Source: an optimization exercise on an open RTL-to-GDS flow (aim: small area). Production flows keep margins and buffers that such runs may drop. Only simulation tests tie the RTL to the original design; equivalence was not proved. The clock port is modelled as an ideal driver, which makes a skipped or thinned clock tree look cheaper than it is; a real chip needs a root buffer or a tree. No activity file was given, so power comes from the tool's default toggle rates.

## alpha
## termostato_sig
module termostato_sig (
    input  wire        clk,
    input  wire        rst,         
    input  wire        cmd_valid,   
    input  wire [31:0] cmd,
    output wire        cmd_ready,   
    output wire        rsp_valid,   
    output wire [31:0] rsp,
    output reg         led_dout,
    output reg         servo_out
);
    reg [15:0] pw;         
    reg [4:0]  ft;         
    reg [15:0] sec;        
    reg [1:0]  frm;        
    reg        tick_en;    
    reg [1:0]  tph;        
    reg        tpend;      
    reg        tovr;       
    reg        gapv;       
    reg        ill;        
    reg [23:0] frame;      
    reg [5:0]  pk;         
    reg [4:0]  pd;         
    wire busy = !pk[5] && !(pk[4] && pk[3]);         
    wire sat  = (pk == 6'd24) && (pd == 5'd0);       
    wire z23 = (cmd[23:0] == 24'h0);
    wire is_nop   = (cmd[31:24] == 8'h00) && z23;
    wire is_send  = (cmd[31:24] == 8'h10);
    wire is_wrpw  = (cmd[31:16] == 16'h2000);
    wire is_wrctl = (cmd[31:24] == 8'h30) && (cmd[23:1] == 23'h0);
    wire is_rd    = (cmd[31:28] == 4'h4) && z23 && (cmd[27:24] <= 4'd4);
    assign cmd_ready = !busy && !rst;
    wire   accept    = cmd_valid && cmd_ready;
    wire       tick_ev   = tick_en && (tph == 2'd3);
    wire       svc       = tpend && !busy;
    wire       ft_wrap   = (ft == 5'd19);
    wire [4:0] ft_p2     = svc ? (ft_wrap ? 5'd0 : ft + 5'd1) : ft;
    wire       sec_step  = svc && ft_wrap && frm[1];
    wire [15:0] sec_p2   = sec + {15'd0, sec_step};
    wire       tpend_p2  = tpend && !svc;
    wire       tpend_p3  = tpend_p2 || tick_ev;
    wire       tovr_p3   = tovr || (tick_ev && tpend_p2);
    wire [3:0] sel = cmd[27:24];
    assign rsp_valid = accept && is_rd;
    assign rsp[31:16] = 16'd0;
    assign rsp[15:0] = !rsp_valid ? 16'd0 :
  ...
Settings: LEC_CHECK=0, CAP_MARGIN=20, CORE_MARGIN=2, CORE_UTILIZATION=40, SLEW_MARGIN=20; clock period 10.0 ns.
standard.sh (not shown) runs the stock make flow with config.mk's settings and CLKGATE_MAP_FILE= SYNTH_SCRIPT=/design/flow/synth_recipe.tcl, a recipe that flattens the netlist after the stock synthesis.
==> flow/flow/run.sh <==
#!/bin/bash
# The standard layout, with four changes:
#  - after the standard synthesis, the combinational logic is remapped with
#    several area-oriented ABC scripts (flow/reopt.tcl); each result is proved
#    equivalent to the standard netlist (flow/check.tcl) and the smallest
#    proven one is kept; the registers are untouched;
#  - ports are buffered with sky130_fd_sc_hd__buf_1 instead of clkdlybuf4s50_1;
#  - constant outputs share one tie cell;
#  - after CTS, the clock tree is rebuilt flat (flow/clock_tree.tcl): the
#    clock port drives 3 or 4 leaf buffers, each driving one balanced cluster
#    of flip-flops, with the worst clock-pin slew kept under CLOCK_SLEW_TARGET.
set -euo pipefail
W=$(pwd)
R=$W/orfs/results/$FLOW_PLATFORM/termostato_sig/base
export BUFFER_PORTS_ARGS="-buffer_cell sky130_fd_sc_hd__buf_1"
export SKIP_REPAIR_TIE_FANOUT=1
export CTS_ARGS="-sink_clustering_enable -repair_clock_nets -dont_use_dummy_load"
export POST_CTS_TCL=$W/flow/clock_tree.tcl CLOCK_PORT=clk CLOCK_SLEW_TARGET=0.115

bash standard.sh $R/1_2_yosys.v > synth.log 2>&1
cp $R/1_2_yosys.v $W/1_2_yosys_standard.v

export REOPT_LIB=$FLOW_HOME/platforms/sky130hd/lib/sky130_fd_sc_hd__tt_025C_1v80.lib
export REOPT_IN=$W/1_2_yosys_standard.v REOPT_TOP=$FLOW_TOP
R2="balance;rewrite;refactor;balance;rewrite;rewrite -z;balance;refactor -z;rewrite -z;balance"
NF="&dch -f;&nf -p -R 1000 -F 10 -A 10 -C 32"
SCRIPTS=(
  "+strash;dc2;$R2;dch -f;amap;topo"
  "+strash;dc2;$R2;dch -f;amap;strash;dch -f;amap;topo"
)
for seed in 1 3 5 7 9 11 13 15; do
  SCRIPTS+=("+strash;&get -n;&deepsyn -T 30 -S $seed;&put;&get -n;$NF;&put;topo")
done
# remap and prove each candidate, up to NUM_CORES at a time
candidate() {
  local i=$1 out=$W/1_2_yosys_reopt_$1.v
  REOPT_OUT=$out REOPT_SCRIPT="${SCRIPTS[$i]}" yosys -c $W/flow/reopt.tcl > reopt_$i.log 2>&1 || return 0
  if REOPT_OUT=$out yosys -c $W/flow/check.tcl > check_$i.log 2>&1; then
    echo proven > result_$i.txt
  fi
}
for i in "${!SCRIPTS[@]}"; do
  candidate $i &
  while (( $(jobs -rp | wc -l) >= ${NUM_CORES:-4} )); do sleep 1; done
done
wait
best=""; best_area=""
for i in "${!SCRIPTS[@]}"; do
  a=$(grep "Chip area for top module" reopt_$i.log 2>/dev/null | tail -1 | awk '{print $NF}')
  ok=failed; [[ -f result_$i.txt ]] && ok=proven
  echo "script $i: area ${a:-none}, equivalence $ok" >> reopt_choice.log
  [[ $ok == proven && -n "$a" ]] || continue
  if [[ -z "$best_area" ]] || awk "BEGIN{exit !($a < $best_area)}"; then
    best=$i; best_area=$a
  fi
done
if [[ -n "$best" ]]; then
  echo "chosen: script $best, area $best_area" >> reopt_choice.log
  cp $W/1_2_yosys_reopt_$best.v $R/1_2_yosys.v
else
  echo "chosen: the standard netlist" >> reopt_choice.log
fi
bash standard.sh > standard.log 2>&1
==> flow/flow/clock_tree.tcl <==
set slew_target [expr {[info exists ::env(CLOCK_SLEW_TARGET)] ? $::env(CLOCK_SLEW_TARGET) : 0.110}]
set configs {
  {4 sky130_fd_sc_hd__clkbuf_8}
  {3 sky130_fd_sc_hd__clkbuf_16}
  {4 sky130_fd_sc_hd__clkbuf_16}
}
set db [ord::get_db]
set block [ord::get_db_block]
set root_net [[$block findBTerm $::env(CLOCK_PORT)] getNet]

# the clock pins of all flip-flops, and the cells of the old tree
set sinks {}
set tree {}
set todo [list $root_net]
while {[llength $todo] > 0} {
  set net [lindex $todo 0]
  set todo [lrange $todo 1 end]
  foreach it [$net getITerms] {
    if {![$it isInputSignal]} { continue }
    set inst [$it getInst]
    if {[[$inst getMaster] isSequential]} {
      lappend sinks $it
    } else {
      lappend tree $inst
      foreach o [$inst getITerms] {
        if {[$o isOutputSignal] && [$o getNet] ne "NULL"} { lappend todo [$o getNet] }
      }
    }
  }
}
puts "clock_tree: [llength $sinks] clock pins, [llength $tree] cells in the CTS tree"

# remove the old tree
set old_nets {}
foreach inst $tree {
  foreach it [$inst getITerms] {
    set n [$it getNet]
    if {$n ne "NULL"} {
      if {$n ne $root_net} { lappend old_nets $n }
      $it disconnect
    }
  }
  odb::dbInst_destroy $inst
}
foreach it $sinks { $it disconnect }
foreach n [lsort -unique $old_nets] { odb::dbNet_destroy $n }

set pts {}
foreach it $sinks {
  set b [[$it getInst] getBBox]
  lappend pts [list [expr {([$b xMin] + [$b xMax]) / 2.0}] [expr {([$b yMin] + [$b yMax]) / 2.0}]]
}
set n [llength $pts]

proc dist {p c} { expr {abs([lindex $p 0] - [lindex $c 0]) + abs([lindex $p 1] - [lindex $c 1])} }
proc centres {pts assign leaves old} {
  set new {}
  for {set k 0} {$k < $leaves} {incr k} {
    set sx 0; set sy 0; set c 0
    foreach p $pts a $assign {
      if {$a == $k} { set sx [expr {$sx + [lindex $p 0]}]; set sy [expr {$sy + [lindex $p 1]}]; incr c }
    }
    if {$c > 0} { lappend new [list [expr {$sx / $c}] [expr {$sy / $c}]] } else { lappend new [lindex $old $k] }
  }
  return $new
}
# balanced k-means: start from the x-sorted split, then assign points greedily
# by distance with at most ceil(n / leaves) per cluster
proc clusters {pts leaves} {
  set n [llength $pts]
  set order [lsort -real -index 0 $pts]
  set cent {}
  for {set k 0} {$k < $leaves} {incr k} {
    set part [lrange $order [expr {$k * $n / $leaves}] [expr {($k + 1) * $n / $leaves - 1}]]
    lappend cent [lindex [centres $part [lrepeat [llength $part] 0] 1 {{0 0}}] 0]
  }
  set cap [expr {($n + $leaves - 1) / $leaves}]
  for {set iter 0} {$iter < 20} {incr iter} {
    set pairs {}
    set i 0
    foreach p $pts {
      for {set k 0} {$k < $leaves} {incr k} { lappend pairs [list [dist $p [lindex $cent $k]] $i $k] }
      incr i
    }
    set assign [lrepeat $n -1]
    set size [lrepeat $leaves 0]
    foreach pr [lsort -real -index 0 $pairs] {
      lassign $pr d i k
      if {[lindex $assign $i] >= 0 || [lindex $size $k] >= $cap} { continue }
      lset assign $i $k
      lset size $k [expr {[lindex $size $k] + 1}]
    }
    set cent [centres $pts $assign $leaves $cent]
  }
  return [list $assign $cent]
}

proc build {leaves cell} {
  global block db root_net sinks pts
  lassign [clusters $pts $leaves] assign cent
  set made {}
  for {set k 0} {$k < $leaves} {incr k} {
    set inst [odb::dbInst_create $block [$db findMaster $cell] "clkleaf_$k"]
    set net [odb::dbNet_create $block "clknet_leaf_$k"]
    $net setSigType CLOCK
    [$inst findITerm A] connect $root_net
    [$inst findITerm X] connect $net
    set c [lindex $cent $k]
    $inst setLocation [expr {int([lindex $c 0])}] [expr {int([lindex $c 1])}]
    $inst setPlacementStatus PLACED
    foreach it $sinks a $assign {
      if {$a == $k} { $it connect $net }
    }
    lappend made $inst $net
  }
  return $made
}
proc unbuild {made} {
  global sinks
  foreach it $sinks { $it disconnect }
  foreach {inst net} $made {
    foreach it [$inst getITerms] { if {[$it getNet] ne "NULL"} { $it disconnect } }
    odb::dbInst_destroy $inst
    odb::dbNet_destroy $net
  }
}
proc worst_clock_slew {} {
  global sinks
  estimate_parasitics -placement
  set worst 0
  foreach it $sinks {
    set pin [get_pins "[[$it getInst] getName]/[[$it getMTerm] getName]"]
    set s [get_property $pin slew_max]
    if {$s > $worst} { set worst $s }
  }
  return $worst
}

$root_net setSigType CLOCK
set last [expr {[llength $configs] - 1}]
set i 0
foreach cfg $configs {
  lassign $cfg leaves cell
  set made [build $leaves $cell]
  set s [worst_clock_slew]
  puts "clock_tree: $leaves x $cell: worst clock-pin slew $s ns (target $slew_target)"
  if {$s <= $slew_target || $i == $last} { break }
  unbuild $made
  incr i
}
puts "clock_tree: kept $leaves x $cell"

detailed_placement
check_placement -verbose
estimate_parasitics -placement
puts "clock_tree: worst clock-pin slew after legalisation [worst_clock_slew] ns"
Other scripts of this flow, unchanged in this note and not shown: flow/flow/check.tcl, flow/flow/reopt.tcl
As the logs show, alpha stopped at 4_1_cts after a tool error, so it never reached the end of the flow.
Edits applied to the flow inputs when going from alpha to beta:
diff --git a/flow/flow/run.sh b/flow/flow/run.sh
--- a/flow/flow/run.sh
+++ b/flow/flow/run.sh
@@ -18 +18 @@
-export POST_CTS_TCL=$W/flow/clock_tree.tcl CLOCK_PORT=clk CLOCK_SLEW_TARGET=0.115
+export POST_CTS_TCL=$W/flow/clock_tree.tcl CLOCK_PORT=clk CLOCK_SLEW_TARGET=0.120
@@ -31 +31 @@
-for seed in 1 3 5 7 9 11 13 15; do
+for seed in 1 2 3 4 5 6 7 8 9 10 11 12 13 14 15 16; do
diff --git a/flow/flow/clock_tree.tcl b/flow/flow/clock_tree.tcl
--- a/flow/flow/clock_tree.tcl
+++ b/flow/flow/clock_tree.tcl
@@ -2,0 +3 @@
+  {4 sky130_fd_sc_hd__buf_6}
@@ -3,0 +5,2 @@
+  {3 sky130_fd_sc_hd__buf_12}
+  {4 sky130_fd_sc_hd__buf_8}
@@ -4,0 +8 @@
+  {4 sky130_fd_sc_hd__buf_12}
@@ -98,2 +102 @@
-proc build {leaves cell} {
-  global block db root_net sinks pts
+proc build {block db root_net sinks pts leaves cell} {
@@ -118,2 +121 @@
-proc unbuild {made} {
-  global sinks
+proc unbuild {sinks made} {
@@ -127,2 +129 @@
-proc worst_clock_slew {} {
-  global sinks
+proc worst_clock_slew {sinks} {
@@ -144,2 +145,2 @@
-  set made [build $leaves $cell]
-  set s [worst_clock_slew]
+  set made [build $block $db $root_net $sinks $pts $leaves $cell]
+  set s [worst_clock_slew $sinks]
@@ -148 +149 @@
-  unbuild $made
+  unbuild $sinks $made
@@ -156 +157 @@
-puts "clock_tree: worst clock-pin slew after legalisation [worst_clock_slew] ns"
+puts "clock_tree: worst clock-pin slew after legalisation [worst_clock_slew $sinks] ns"
Notes after the runs:
- beta finished end to end and its layout was clean on timing, DRC and antenna.
- Lower synthesized area divided by synthesized cell count goes to alpha over beta.
- Taking alpha as the reference, in beta synthesized net count fell about 0.8%, post-synthesis instance area fell about 0.32%, placed cell area about even.
- Relative to alpha, worst slack at placement decreased by 240 ps in beta.
- On effective utilization at floorplan, beta and alpha are basically level.
- beta vs. alpha: height of the die comparable; die width comparable.
- beta vs. alpha: final weighted congestion in routability-driven placement dropped 2.1%, synthesized instance count now smaller, HPWL after detailed placement -about 2.5%.
The inputs of gamma differ from those of beta as listed below.
diff --git a/flow/flow/run.sh b/flow/flow/run.sh
--- a/flow/flow/run.sh
+++ b/flow/flow/run.sh
@@ -18 +18,2 @@
-export POST_CTS_TCL=$W/flow/clock_tree.tcl CLOCK_PORT=clk CLOCK_SLEW_TARGET=0.120
+export POST_CTS_TCL=$W/flow/clock_tree.tcl CLOCK_PORT=clk CLOCK_SLEW_TARGET=0.115
+export PRE_GLOBAL_PLACE_TCL=$W/flow/pre_gpl.tcl
@@ -31 +32 @@
-for seed in 1 2 3 4 5 6 7 8 9 10 11 12 13 14 15 16; do
+for seed in 1 3 5 7 9 11 13 15; do
diff --git a/flow/flow/clock_tree.tcl b/flow/flow/clock_tree.tcl
--- a/flow/flow/clock_tree.tcl
+++ b/flow/flow/clock_tree.tcl
@@ -3 +2,0 @@
-  {4 sky130_fd_sc_hd__buf_6}
@@ -5,2 +3,0 @@
-  {3 sky130_fd_sc_hd__buf_12}
-  {4 sky130_fd_sc_hd__buf_8}
@@ -8 +4,0 @@
-  {4 sky130_fd_sc_hd__buf_12}
==> flow/flow/pre_gpl.tcl (new file) <==
# PRE_GLOBAL_PLACE_TCL hook: remove the buffers synthesis put on the constant
# outputs, as timing-driven global placement would (it is off here).
remove_buffers
diff --git a/flow/config.mk b/flow/config.mk
--- a/flow/config.mk
+++ b/flow/config.mk
@@ -10,0 +11 @@
+export GPL_TIMING_DRIVEN = 0
--- outcome ---
In gamma, the wire length on met2 came out 180 µm above the value in beta.
Max clock power across beta and gamma: gamma
Start point of the critical path: cmd[3] -> gamma, pk[3] -> beta
beta has a lower placement-stage worst setup slack than gamma.
Critical path class: primary input to output pin -> gamma, flop to output pin -> beta
On utilization of the core after routing, beta and gamma are basically level.
As far as die span in y is concerned, gamma and beta perform about the same.
Sort beta and gamma by combinational cell fraction of total power, ascending, and gamma comes first.
In gamma the post-synthesis cell area turned out about 0.32% higher than in beta.
#### Input delta (delta over gamma)
diff --git a/flow/flow/run.sh b/flow/flow/run.sh
--- a/flow/flow/run.sh
+++ b/flow/flow/run.sh
@@ -19 +18,0 @@
-export PRE_GLOBAL_PLACE_TCL=$W/flow/pre_gpl.tcl
diff --git a/flow/config.mk b/flow/config.mk
--- a/flow/config.mk
+++ b/flow/config.mk
@@ -11 +10,0 @@
-export GPL_TIMING_DRIVEN = 0
removed: flow/flow/pre_gpl.tcl
delta completed end to end with timing, DRC and antenna clean.
gamma: no failed stages, no open violations at the end
First-pass GRT wire length (delta over gamma): decrease, 720 µm
For delta, the origin of the worst setup path was pk[3], unlike gamma, where it was cmd[3].
Taking delta over gamma, the sum of internal, switching and leakage power ratio works out to 1.07.
delta vs gamma, share of the clock period used by the worst path went up by 2.6 points.
On synthesized area, delta and gamma are basically level.
Die span in x across delta and gamma: no real change.
Compared to gamma, delta has setup slack 260 ps lower.
delta against gamma: combinational group share of total power up 4.3 points, number of ordinary inverters in the final layout has decreased, final clock skew dropped 8.2 ps.
The clock cells of beta, gamma and delta come from the design's own scripts or RTL, not from TritonCTS.

========
termostato_sig again, from the RTL that the note above started with.
==> flow/config.mk <==
export PLATFORM = sky130hd
export DESIGN_NAME = termostato_sig
export DESIGN_NICKNAME = termostato_sig
export VERILOG_FILES = /design/flow/design.v
export SDC_FILE = /design/flow/constraint.sdc
export NUM_CORES = 4
export LEC_CHECK = 0
export CAP_MARGIN = 20
export CORE_MARGIN = 2
export CORE_UTILIZATION = 40
export SLEW_MARGIN = 20
==> flow/constraint.sdc <==
create_clock -name core_clock -period 10.0 [get_ports {clk}]
set_input_delay 2.0000 -clock core_clock [delete_from_list [all_inputs] [get_ports {clk}]]
set_output_delay 2.0000 -clock core_clock [all_outputs]
set_load 0.01 [all_outputs]
==> flow/flow/run.sh <==
#!/bin/bash
# The standard layout, with three changes:
#  - after the standard synthesis, the combinational logic is remapped with
#    a few area-oriented ABC scripts (flow/reopt.tcl); each result is proved
#    equivalent to the standard netlist (flow/check.tcl) and the smallest
#    proven one is kept; the registers are untouched;
#  - ports are buffered with sky130_fd_sc_hd__buf_1 instead of clkdlybuf4s50_1;
#  - constant outputs share one tie cell, and CTS inserts no dummy loads.
set -euo pipefail
W=$(pwd)
R=$W/orfs/results/$FLOW_PLATFORM/termostato_sig/base
export BUFFER_PORTS_ARGS="-buffer_cell sky130_fd_sc_hd__buf_1"
export SKIP_REPAIR_TIE_FANOUT=1
export CTS_ARGS="-repair_clock_nets -dont_use_dummy_load -buf_list {sky130_fd_sc_hd__clkbuf_8} -root_buf sky130_fd_sc_hd__clkbuf_8"

bash standard.sh $R/1_2_yosys.v > synth.log 2>&1
cp $R/1_2_yosys.v $W/1_2_yosys_standard.v

export REOPT_LIB=$FLOW_HOME/platforms/sky130hd/lib/sky130_fd_sc_hd__tt_025C_1v80.lib
export REOPT_IN=$W/1_2_yosys_standard.v REOPT_TOP=$FLOW_TOP
R2="balance;rewrite;refactor;balance;rewrite;rewrite -z;balance;refactor -z;rewrite -z;balance"
SCRIPTS=(
  "+strash;dc2;$R2;dch -f;amap;topo"
  "+strash;dc2;$R2;dch -f;amap;strash;dch -f;amap;topo"
  "+strash;ifraig;dc2;$R2;dch -f;amap;topo"
  "+strash;dc2;$R2;dc2;$R2;dch -f;amap;topo"
  "+strash;dch -f;amap;topo"
  "+strash;dc2;$R2;&get -n;&dch -f;&nf -p -R 1000;&put;topo"
)
best=""; best_area=""
for i in "${!SCRIPTS[@]}"; do
  out=$W/1_2_yosys_reopt_$i.v
  REOPT_OUT=$out REOPT_SCRIPT="${SCRIPTS[$i]}" yosys -c $W/flow/reopt.tcl > reopt_$i.log 2>&1 || continue
  a=$(grep "Chip area for top module" reopt_$i.log | tail -1 | awk '{print $NF}')
  if REOPT_OUT=$out yosys -c $W/flow/check.tcl > check_$i.log 2>&1; then ok=proven; else ok=failed; fi
  echo "script $i: area $a, equivalence $ok" >> reopt_choice.log
  [[ $ok == proven && -n "$a" ]] || continue
  if [[ -z "$best_area" ]] || awk "BEGIN{exit !($a < $best_area)}"; then
    best=$i; best_area=$a
  fi
done
if [[ -n "$best" ]]; then
  echo "chosen: script $best, area $best_area" >> reopt_choice.log
  cp $W/1_2_yosys_reopt_$best.v $R/1_2_yosys.v
else
  echo "chosen: the standard netlist" >> reopt_choice.log
fi
bash standard.sh > standard.log 2>&1
==> flow/flow/reopt.tcl <==
# Re-optimise the combinational logic of the standard synthesis netlist with
# the ABC script in REOPT_SCRIPT. Every flip-flop instance keeps its name,
# cell type and connections; only the logic between them is remapped.
yosys -import
set lib $::env(REOPT_LIB)
read_liberty -ignore_miss_func $lib
foreach m [list sky130_fd_sc_hd__dfxtp_1 sky130_fd_sc_hd__edfxtp_1 sky130_fd_sc_hd__conb_1] {
  setattr -mod -set keep_hierarchy 1 $m
}
read_verilog -defer $::env(REOPT_IN)
hierarchy -top $::env(REOPT_TOP)
flatten
opt -purge
abc -liberty $lib -dont_use sky130_fd_sc_hd__lpflow_* -dont_use sky130_fd_sc_hd__probe* \
  -script $::env(REOPT_SCRIPT)
opt_clean -purge
setundef -zero
hilomap -singleton -hicell sky130_fd_sc_hd__conb_1 HI -locell sky130_fd_sc_hd__conb_1 LO
insbuf -buf sky130_fd_sc_hd__buf_4 A X
opt_clean -purge
yosys rename -hide w:*
stat -liberty $lib
# every cell must be a library cell (no unmapped logic left by ABC)
set unmapped "$::env(REOPT_TOP)/t:\$*"
select -assert-none $unmapped
select $::env(REOPT_TOP)
write_verilog -noattr -nohex -nodec -selected $::env(REOPT_OUT)
Other scripts of this flow, unchanged in this note and not shown: flow/flow/check.tcl
Edit:
--- a/flow/flow/run.sh
+++ b/flow/flow/run.sh
@@ -3,3 +3,3 @@
 #  - after the standard synthesis, the combinational logic is remapped with
-#    a few area-oriented ABC scripts (flow/reopt.tcl); each result is proved
+#    several area-oriented ABC scripts (flow/reopt.tcl); each result is proved
 #    equivalent to the standard netlist (flow/check.tcl) and the smallest
@@ -13,3 +13,3 @@
 export SKIP_REPAIR_TIE_FANOUT=1
-export CTS_ARGS="-repair_clock_nets -dont_use_dummy_load -buf_list {sky130_fd_sc_hd__clkbuf_8} -root_buf sky130_fd_sc_hd__clkbuf_8"
+export CTS_ARGS="-sink_clustering_enable -repair_clock_nets -dont_use_dummy_load"
 
@@ -28,10 +28,25 @@
   "+strash;dc2;$R2;&get -n;&dch -f;&nf -p -R 1000;&put;topo"
+  "+strash;&get -n;&deepsyn -T 30 -S 1;&put;dch -f;amap;topo"
+  "+strash;&get -n;&deepsyn -T 30 -S 2;&put;dch -f;amap;topo"
+  "+strash;&get -n;&deepsyn -T 30 -S 3;&put;&get -n;&dch -f;&nf -p -R 1000;&put;topo"
+  "+strash;&get -n;&deepsyn -T 30 -S 5;&put;&get -n;&dch -f;&nf -p -R 1000;&put;topo"
 )
+# remap and prove each candidate, up to NUM_CORES at a time
+candidate() {
+  local i=$1 out=$W/1_2_yosys_reopt_$1.v
+  REOPT_OUT=$out REOPT_SCRIPT="${SCRIPTS[$i]}" yosys -c $W/flow/reopt.tcl > reopt_$i.log 2>&1 || return 0
+  if REOPT_OUT=$out yosys -c $W/flow/check.tcl > check_$i.log 2>&1; then
+    echo proven > result_$i.txt
+  fi
+}
+for i in "${!SCRIPTS[@]}"; do
+  candidate $i &
+  while (( $(jobs -rp | wc -l) >= ${NUM_CORES:-4} )); do sleep 1; done
+done
+wait
 best=""; best_area=""
 for i in "${!SCRIPTS[@]}"; do
-  out=$W/1_2_yosys_reopt_$i.v
-  REOPT_OUT=$out REOPT_SCRIPT="${SCRIPTS[$i]}" yosys -c $W/flow/reopt.tcl > reopt_$i.log 2>&1 || continue
-  a=$(grep "Chip area for top module" reopt_$i.log | tail -1 | awk '{print $NF}')
-  if REOPT_OUT=$out yosys -c $W/flow/check.tcl > check_$i.log 2>&1; then ok=proven; else ok=failed; fi
-  echo "script $i: area $a, equivalence $ok" >> reopt_choice.log
+  a=$(grep "Chip area for top module" reopt_$i.log 2>/dev/null | tail -1 | awk '{print $NF}')
+  ok=failed; [[ -f result_$i.txt ]] && ok=proven
+  echo "script $i: area ${a:-none}, equivalence $ok" >> reopt_choice.log
   [[ $ok == proven && -n "$a" ]] || continue
CORE_UTILIZATION = 70   (was 40)
Effect: Combinational power falls by about 8%. Area after synthesis falls by 3.2%. Clock-buffer cell count stays the same. Clock skew rises by 0.0054 ns. Total power falls by 1.6%. Routed wire length falls by 13%.
Edit:
CORE_UTILIZATION = 40   (was 70)
Clock skew is about the same.
Design area rises by about 1.4%.
Via count goes down by 4.6%.
Setup slack got worse by 0.069 ns.
Critical path depth went up by 9.
Count of clock-buffer cells in the layout stays the same.
Area after synthesis does not change.
Edit:
--- a/flow/flow/run.sh
+++ b/flow/flow/run.sh
@@ -3,3 +3,3 @@
 #  - after the standard synthesis, the combinational logic is remapped with
-#    several area-oriented ABC scripts (flow/reopt.tcl); each result is proved
+#    a few area-oriented ABC scripts (flow/reopt.tcl); each result is proved
 #    equivalent to the standard netlist (flow/check.tcl) and the smallest
@@ -28,25 +28,10 @@
   "+strash;dc2;$R2;&get -n;&dch -f;&nf -p -R 1000;&put;topo"
-  "+strash;&get -n;&deepsyn -T 30 -S 1;&put;dch -f;amap;topo"
-  "+strash;&get -n;&deepsyn -T 30 -S 2;&put;dch -f;amap;topo"
-  "+strash;&get -n;&deepsyn -T 30 -S 3;&put;&get -n;&dch -f;&nf -p -R 1000;&put;topo"
-  "+strash;&get -n;&deepsyn -T 30 -S 5;&put;&get -n;&dch -f;&nf -p -R 1000;&put;topo"
 )
-# remap and prove each candidate, up to NUM_CORES at a time
-candidate() {
-  local i=$1 out=$W/1_2_yosys_reopt_$1.v
-  REOPT_OUT=$out REOPT_SCRIPT="${SCRIPTS[$i]}" yosys -c $W/flow/reopt.tcl > reopt_$i.log 2>&1 || return 0
-  if REOPT_OUT=$out yosys -c $W/flow/check.tcl > check_$i.log 2>&1; then
-    echo proven > result_$i.txt
-  fi
-}
-for i in "${!SCRIPTS[@]}"; do
-  candidate $i &
-  while (( $(jobs -rp | wc -l) >= ${NUM_CORES:-4} )); do sleep 1; done
-done
-wait
 best=""; best_area=""
 for i in "${!SCRIPTS[@]}"; do
-  a=$(grep "Chip area for top module" reopt_$i.log 2>/dev/null | tail -1 | awk '{print $NF}')
-  ok=failed; [[ -f result_$i.txt ]] && ok=proven
-  echo "script $i: area ${a:-none}, equivalence $ok" >> reopt_choice.log
+  out=$W/1_2_yosys_reopt_$i.v
+  REOPT_OUT=$out REOPT_SCRIPT="${SCRIPTS[$i]}" yosys -c $W/flow/reopt.tcl > reopt_$i.log 2>&1 || continue
+  a=$(grep "Chip area for top module" reopt_$i.log | tail -1 | awk '{print $NF}')
+  if REOPT_OUT=$out yosys -c $W/flow/check.tcl > check_$i.log 2>&1; then ok=proven; else ok=failed; fi
+  echo "script $i: area $a, equivalence $ok" >> reopt_choice.log
   [[ $ok == proven && -n "$a" ]] || continue
--- a/flow/flow/reopt.tcl
+++ b/flow/flow/reopt.tcl
@@ -23,4 +23,3 @@
 # every cell must be a library cell (no unmapped logic left by ABC)
-set unmapped "$::env(REOPT_TOP)/t:\$*"
-select -assert-none $unmapped
+select -assert-none {*/t:$*}
 select $::env(REOPT_TOP)
=>
- clock-buffer cell count stays the same
- total power climbs by 9.6%
- via count rises by 17%
- critical path depth went down by 10
- area after synthesis increases by 20%
- design area is higher by 16%
- worst hold slack got worse by 0.030 ns
Edit:
--- a/flow/flow/run.sh
+++ b/flow/flow/run.sh
@@ -3,3 +3,3 @@
 #  - after the standard synthesis, the combinational logic is remapped with
-#    a few area-oriented ABC scripts (flow/reopt.tcl); each result is proved
+#    several area-oriented ABC scripts (flow/reopt.tcl); each result is proved
 #    equivalent to the standard netlist (flow/check.tcl) and the smallest
@@ -28,10 +28,25 @@
   "+strash;dc2;$R2;&get -n;&dch -f;&nf -p -R 1000;&put;topo"
+  "+strash;&get -n;&deepsyn -T 30 -S 1;&put;dch -f;amap;topo"
+  "+strash;&get -n;&deepsyn -T 30 -S 2;&put;dch -f;amap;topo"
+  "+strash;&get -n;&deepsyn -T 30 -S 3;&put;&get -n;&dch -f;&nf -p -R 1000;&put;topo"
+  "+strash;&get -n;&deepsyn -T 30 -S 5;&put;&get -n;&dch -f;&nf -p -R 1000;&put;topo"
 )
+# remap and prove each candidate, up to NUM_CORES at a time
+candidate() {
+  local i=$1 out=$W/1_2_yosys_reopt_$1.v
+  REOPT_OUT=$out REOPT_SCRIPT="${SCRIPTS[$i]}" yosys -c $W/flow/reopt.tcl > reopt_$i.log 2>&1 || return 0
+  if REOPT_OUT=$out yosys -c $W/flow/check.tcl > check_$i.log 2>&1; then
+    echo proven > result_$i.txt
+  fi
+}
+for i in "${!SCRIPTS[@]}"; do
+  candidate $i &
+  while (( $(jobs -rp | wc -l) >= ${NUM_CORES:-4} )); do sleep 1; done
+done
+wait
 best=""; best_area=""
 for i in "${!SCRIPTS[@]}"; do
-  out=$W/1_2_yosys_reopt_$i.v
-  REOPT_OUT=$out REOPT_SCRIPT="${SCRIPTS[$i]}" yosys -c $W/flow/reopt.tcl > reopt_$i.log 2>&1 || continue
-  a=$(grep "Chip area for top module" reopt_$i.log | tail -1 | awk '{print $NF}')
-  if REOPT_OUT=$out yosys -c $W/flow/check.tcl > check_$i.log 2>&1; then ok=proven; else ok=failed; fi
-  echo "script $i: area $a, equivalence $ok" >> reopt_choice.log
+  a=$(grep "Chip area for top module" reopt_$i.log 2>/dev/null | tail -1 | awk '{print $NF}')
+  ok=failed; [[ -f result_$i.txt ]] && ok=proven
+  echo "script $i: area ${a:-none}, equivalence $ok" >> reopt_choice.log
   [[ $ok == proven && -n "$a" ]] || continue
--- a/flow/flow/reopt.tcl
+++ b/flow/flow/reopt.tcl
@@ -23,3 +23,4 @@
 # every cell must be a library cell (no unmapped logic left by ABC)
-select -assert-none {*/t:$*}
+set unmapped "$::env(REOPT_TOP)/t:\$*"
+select -assert-none $unmapped
 select $::env(REOPT_TOP)
CAP_MARGIN = 0   (was 20)
SLEW_MARGIN = 0   (was 20)
After rerunning: Via count went down by 14%; worst setup slack loses 0.65 ns; core utilization went up by 1.3 points; sequential share of layout area went up by 6.6 points; die area went down by 16%; wire length went down by 15%; flip-flop and latch count is unchanged; design area went down by 14%; non-clock buffer count does not change; synthesized area went down by 16%; fmax went down by 9.6%.

[re-timing with driven ports]
No port has a modelled driver above. Below, the same layouts with a new extraction and two added sets of constraints.
Step 1, drivers: a clkbuf_16 drives clk and a buf_2 each remaining input, both assumed.
Step 2, shift: input delay + t, output delay - t, t = (earliest + latest rising clock arrival at the registers) / 2. This alone moves slack from input paths to output paths.
a / b / c = ideal ports / drivers / drivers and shift; a / b = the first two.
| run | shift t [ns] | setup WS [ns] | worst data-port slew with drivers (ns) |
|---|---|---|---|
| beta | 0.202 | 3.188 / 3.123 / 3.198 | 0.03 |
| gamma | 0.231 | 3.382 / 3.332 / 3.363 | 0.03 |
| delta | 0.223 | 3.126 / 3.066 / 3.154 | 0.03 |
| the first run of note 2 | 0.376 | 2.966 / 2.946 / 2.946 | 0.04 |
| the second run of note 2 | 0.366 | 3.295 / 3.276 / 3.276 | 0.04 |
| the third run of note 2 | 0.363 | 3.226 / 3.197 / 3.280 | 0.03 |
| the fourth run of note 2 | 0.371 | 3.874 / 3.853 / 3.853 | 0.03 |
| the fifth run of note 2 | 0.363 | 3.226 / 3.197 / 3.280 | 0.03 |
After both steps setup and hold are still met in every run listed. For the fourth run of note 2, which loses most, drivers alone change the setup slack by -0.021 ns; drivers and shift together by -0.021 ns.
